From an optimization exercise on the open Yosys and OpenROAD flow, aimed at small area; shortcuts taken in it are not production practice. Only simulation tests tie the RTL to the original design; equivalence was not proved. The flow treats the clock pin as an ideal source. Dropping or thinning the clock tree relies on that and would not hold on a real chip.

== harbor ==
Design bitpack_codec, start of the top module:
module bitpack_codec (
    input  wire       clk,
    input  wire       rst,
    input  wire       enc_in_valid,
    output wire       enc_in_ready,
    input  wire       enc_in_end,
    input  wire [7:0] enc_in_data,
    output wire       enc_out_valid,
    input  wire       enc_out_ready,
    output wire [7:0] enc_out_data,
    output wire       enc_done,
    output wire       enc_collision,
    input  wire       dec_in_valid,
    output wire       dec_in_ready,
    input  wire       dec_in_eof,
    input  wire [7:0] dec_in_data,
    output wire       dec_out_valid,
    input  wire       dec_out_ready,
    output wire [7:0] dec_out_data,
    output wire       dec_done,
    output wire [2:0] dec_status
);
    compression_encoder_fsm u_enc (
        .clk(clk), .rst(rst),
        .in_valid(enc_in_valid), .in_ready(enc_in_ready),
        .in_end(enc_in_end), .in_data(enc_in_data),
        .out_valid(enc_out_valid), .out_ready(enc_out_ready),
        .out_data(enc_out_data),
        .enc_done(enc_done), .enc_collision(enc_collision)
    );
    compression_decoder_fsm u_dec (
        .clk(clk), .rst(rst),
        .in_valid(dec_in_valid), .in_ready(dec_in_ready),
        .in_eof(dec_in_eof), .in_data(dec_in_data),
        .out_valid(dec_out_valid), .out_ready(dec_out_ready),
        .out_data(dec_out_data),
        .dec_done(dec_done), .dec_status(dec_status)
    );
endmodule
clock: 6.0 ns
lec_check: 0
cap_margin: 20
core_margin: 2
core_utilization: 65
slew_margin: 20
standard.sh (not shown) runs the stock make flow with config.mk's settings and CLKGATE_MAP_FILE= SYNTH_SCRIPT=/design/flow/synth_recipe.tcl, a recipe that flattens the netlist after the stock synthesis.
==> flow/flow/run.sh <==
#!/bin/bash
# Own layout flow: the standard synthesis, then the combinational logic
# between the (unchanged) registers is re-synthesised by ABC for area
# (&deepsyn with several seeds, mapped by map -a and by &nf, the smallest
# netlist that keeps every register kept); the rest
# is the standard ORFS flow with buf_1 port buffers, except the clock tree:
# mcts.tcl has the clock port drive a few clock buffers, each feeding the
# flip-flops of one region. Each tool's output goes to a log in this folder.
set -euo pipefail
HERE=$(pwd)
LIB=$FLOW_HOME/platforms/sky130hd/lib/sky130_fd_sc_hd__tt_025C_1v80.lib
YOSYS=$FLOW_HOME/../tools/install/yosys/bin/yosys
R=$HERE/orfs/results/sky130hd/bitpack_codec/base

export BUFFER_PORTS_ARGS="-buffer_cell sky130_fd_sc_hd__buf_1"

bash standard.sh synth > synth.log 2>&1

cp $R/1_2_yosys.v $HERE/std_synth.v
DU=""
for c in $(grep -o 'sky130_fd_sc_hd__\(lpflow\|probe\)[a-z0-9_]*' $FLOW_HOME/platforms/sky130hd/config.mk | sort -u); do
  DU="$DU -dont_use $c"
done
SEQ=$(grep -o '^ *sky130_fd_sc_hd__[a-z0-9_]*' std_synth.v | sort -u | grep -E '__(dfxtp|edfxtp|dfrtp|dfstp|dfbbp|dfxbp|dfrbp|dfsbp|sdf|sedf|dlx|dlr)' | tr '\n' ' ')
NSEQ=$(grep -cE '^ *sky130_fd_sc_hd__(dfxtp|edfxtp|dfrtp|dfstp|dfbbp|dfxbp|dfrbp|dfsbp|sdf|sedf|dlx|dlr)' std_synth.v)

remap() {  # remap TAG ABC_SCRIPT_LINES
  local t=$1; shift
  printf '%s\n' "$@" > abc_$t.script
  cat > remap_$t.ys <<EOS
read_liberty -ignore_miss_func $LIB
read_verilog $HERE/std_synth.v
hierarchy -top $FLOW_TOP
setattr -mod -set keep_hierarchy 1 $SEQ
flatten
opt_clean -purge
abc -liberty $LIB $DU -script $HERE/abc_$t.script
opt_clean -purge
hierarchy -top $FLOW_TOP
blackbox $SEQ
rename -hide w:_*_.*
opt_clean -purge
rename -enumerate
tee -o $HERE/area_$t.txt stat -liberty $LIB
write_verilog -noattr -nohex -nodec $HERE/remap_$t.v
EOS
  timeout 900 $YOSYS -s remap_$t.ys > remap_$t.log 2>&1 || true
}

remap base strash 'dch -f' 'map -a' topo &
jobs=1
TAGS="base"
for s in 0 1 2 3 4 5 6 7; do
  for m in m n; do
    if [[ $m == m ]]; then
      remap s$s$m strash '&get -n' "&deepsyn -J 50 -T 400 -S $s" '&put' 'dch -f' 'map -a' topo &
    else
      remap s$s$m strash '&get -n' "&deepsyn -J 50 -T 400 -S $s" '&dch -f' '&nf -R 1000 -p -F 10 -A 10 -a' '&put' topo &
    fi
    TAGS="$TAGS s$s$m"
    jobs=$((jobs + 1))
    if (( jobs % ${NUM_CORES:-4} == 0 )); then wait; fi
  done
done
wait

# Keep the smallest netlist that has every register and some logic.
best=""; besta=""
for t in $TAGS; do
  [[ -f remap_$t.v && -f area_$t.txt ]] || continue
  a=$(grep -E 'Chip area for (top )?module' area_$t.txt | tail -1 | awk '{print $NF}')
  s=$(grep -E 'of which used for sequential' area_$t.txt | tail -1 | awk '{print $(NF-1)}')
  n=$(grep -cE '^ *sky130_fd_sc_hd__(dfxtp|edfxtp|dfrtp|dfstp|dfbbp|dfxbp|dfrbp|dfsbp|sdf|sedf|dlx|dlr)' remap_$t.v || true)
  echo "$t area=$a seq=$s flops=$n" >> choice.log
  [[ "$n" == "$NSEQ" ]] || continue
  awk -v a="$a" -v s="$s" 'BEGIN{exit !(a - s > 0.25 * s)}' || continue
  if [[ -z "$best" ]] || awk -v a="$a" -v b="$besta" 'BEGIN{exit !(a < b)}'; then best=$t; besta=$a; fi
done
echo "chosen: ${best:-standard}" >> choice.log
if [[ -n "$best" ]]; then cp remap_$best.v $R/1_2_yosys.v; fi

bash standard.sh place > place.log 2>&1
MCTS_PLATFORM_DIR=$FLOW_HOME/platforms/sky130hd MCTS_IN_ODB=$R/3_place.odb MCTS_IN_SDC=$R/3_place.sdc \
MCTS_OUT_ODB=$R/4_1_cts.odb MCTS_OUT_SDC=$R/4_cts.sdc MCTS_NBUF=4 MCTS_NX=2 MCTS_BUF=sky130_fd_sc_hd__clkbuf_8 \
  $FLOW_HOME/../tools/install/OpenROAD/bin/openroad -exit $HERE/flow/mcts.tcl > mcts.log 2>&1
bash standard.sh finish > finish.log 2>&1
Other scripts of this flow, unchanged in this note and not shown: flow/flow/mcts.tcl
--- input diff harbor..indigo ---
-- flow/design.v --
<<< harbor, line 77
    assign out_valid = !rst && ((step && n3) || (in_lits && (lm[0] || (!lm_any && is_lit))) ||
                                in_sent);
    assign out_data  = in_lits ? (lm_any ? h0 : b) : in_sent ? 8'h01 : ctrl;
    assign enc_done  = in_done;
    assign enc_collision = coll;
>>> indigo, line 77
    assign out_valid = !rst && ((step && n3) || (in_lits && (lm[0] || (!lm_any && is_lit))) ||
                                in_sent);
    assign out_data  = in_lits ? (lm[0] ? h0 : b) : in_sent ? 8'h01 : ctrl;
    assign enc_done  = in_done;
    assign enc_collision = coll;
<<< harbor, line 137
    output wire [2:0] dec_status
);
    localparam ST_SENTINEL  = 3'd1;
    localparam ST_EOF_CTRL  = 3'd2;
>>> indigo, line 137
    output wire [2:0] dec_status
);
    localparam ST_NONE      = 3'd0;
    localparam ST_SENTINEL  = 3'd1;
    localparam ST_EOF_CTRL  = 3'd2;
### Flow results
indigo against harbor: area growth from synthesis to layout now sits lower; die area now sits at about the same level; tightest hold margin now sits higher; die extent in x now sits at about the same level; fraction of area in registers now sits higher.
Relative to harbor, aggregate global-route resource usage decreased by 1.1 points in indigo.
harbor → indigo: met2 layer usage reported by global route -3.5 points, area of the multi-input gates +about 0.9%.
indigo: all stages complete, timing, DRC and antenna checks passed
Compared to harbor, the routing of indigo uses less wire.
Flip-flop and latch count essentially unchanged between harbor and indigo.
A critical path capture point of enc_out_valid is what harbor shows, while enc_in_ready belongs to indigo.
In every run of this note, the design's own scripts or RTL, not TritonCTS, make the clock network.

## afterwards: timing with drivers on the ports
Ports are ideal in the flow. The routed layouts listed here were re-timed in OpenROAD.
Step 1 (the two cells are an assumption about what drives the block):
set clk [get_ports {clk}]
set_driving_cell -lib_cell sky130_fd_sc_hd__clkbuf_16 $clk
set_driving_cell -lib_cell sky130_fd_sc_hd__buf_2 [delete_from_list [all_inputs] $clk]
Step 2, shift: input delay + t, output delay - t, t = (earliest + latest rising clock arrival at the registers) / 2. This alone moves slack from input paths to output paths.
Slacks: ideal ports / drivers / drivers and shift; pairs: ideal ports / drivers.
run	t, ns	setup WS [ns]	hold slack, ns	worst setup path at the end	slew at the worst register clock pin (ns)
harbor	0.214	1.037 / 0.978 / 1.192	0.462 / 0.462 / 0.462	register to output	0.11 / 0.11
indigo	0.214	1.098 / 1.041 / 1.255	0.468 / 0.468 / 0.468	register to output	0.11 / 0.11
After both steps setup and hold are still met in every run listed.
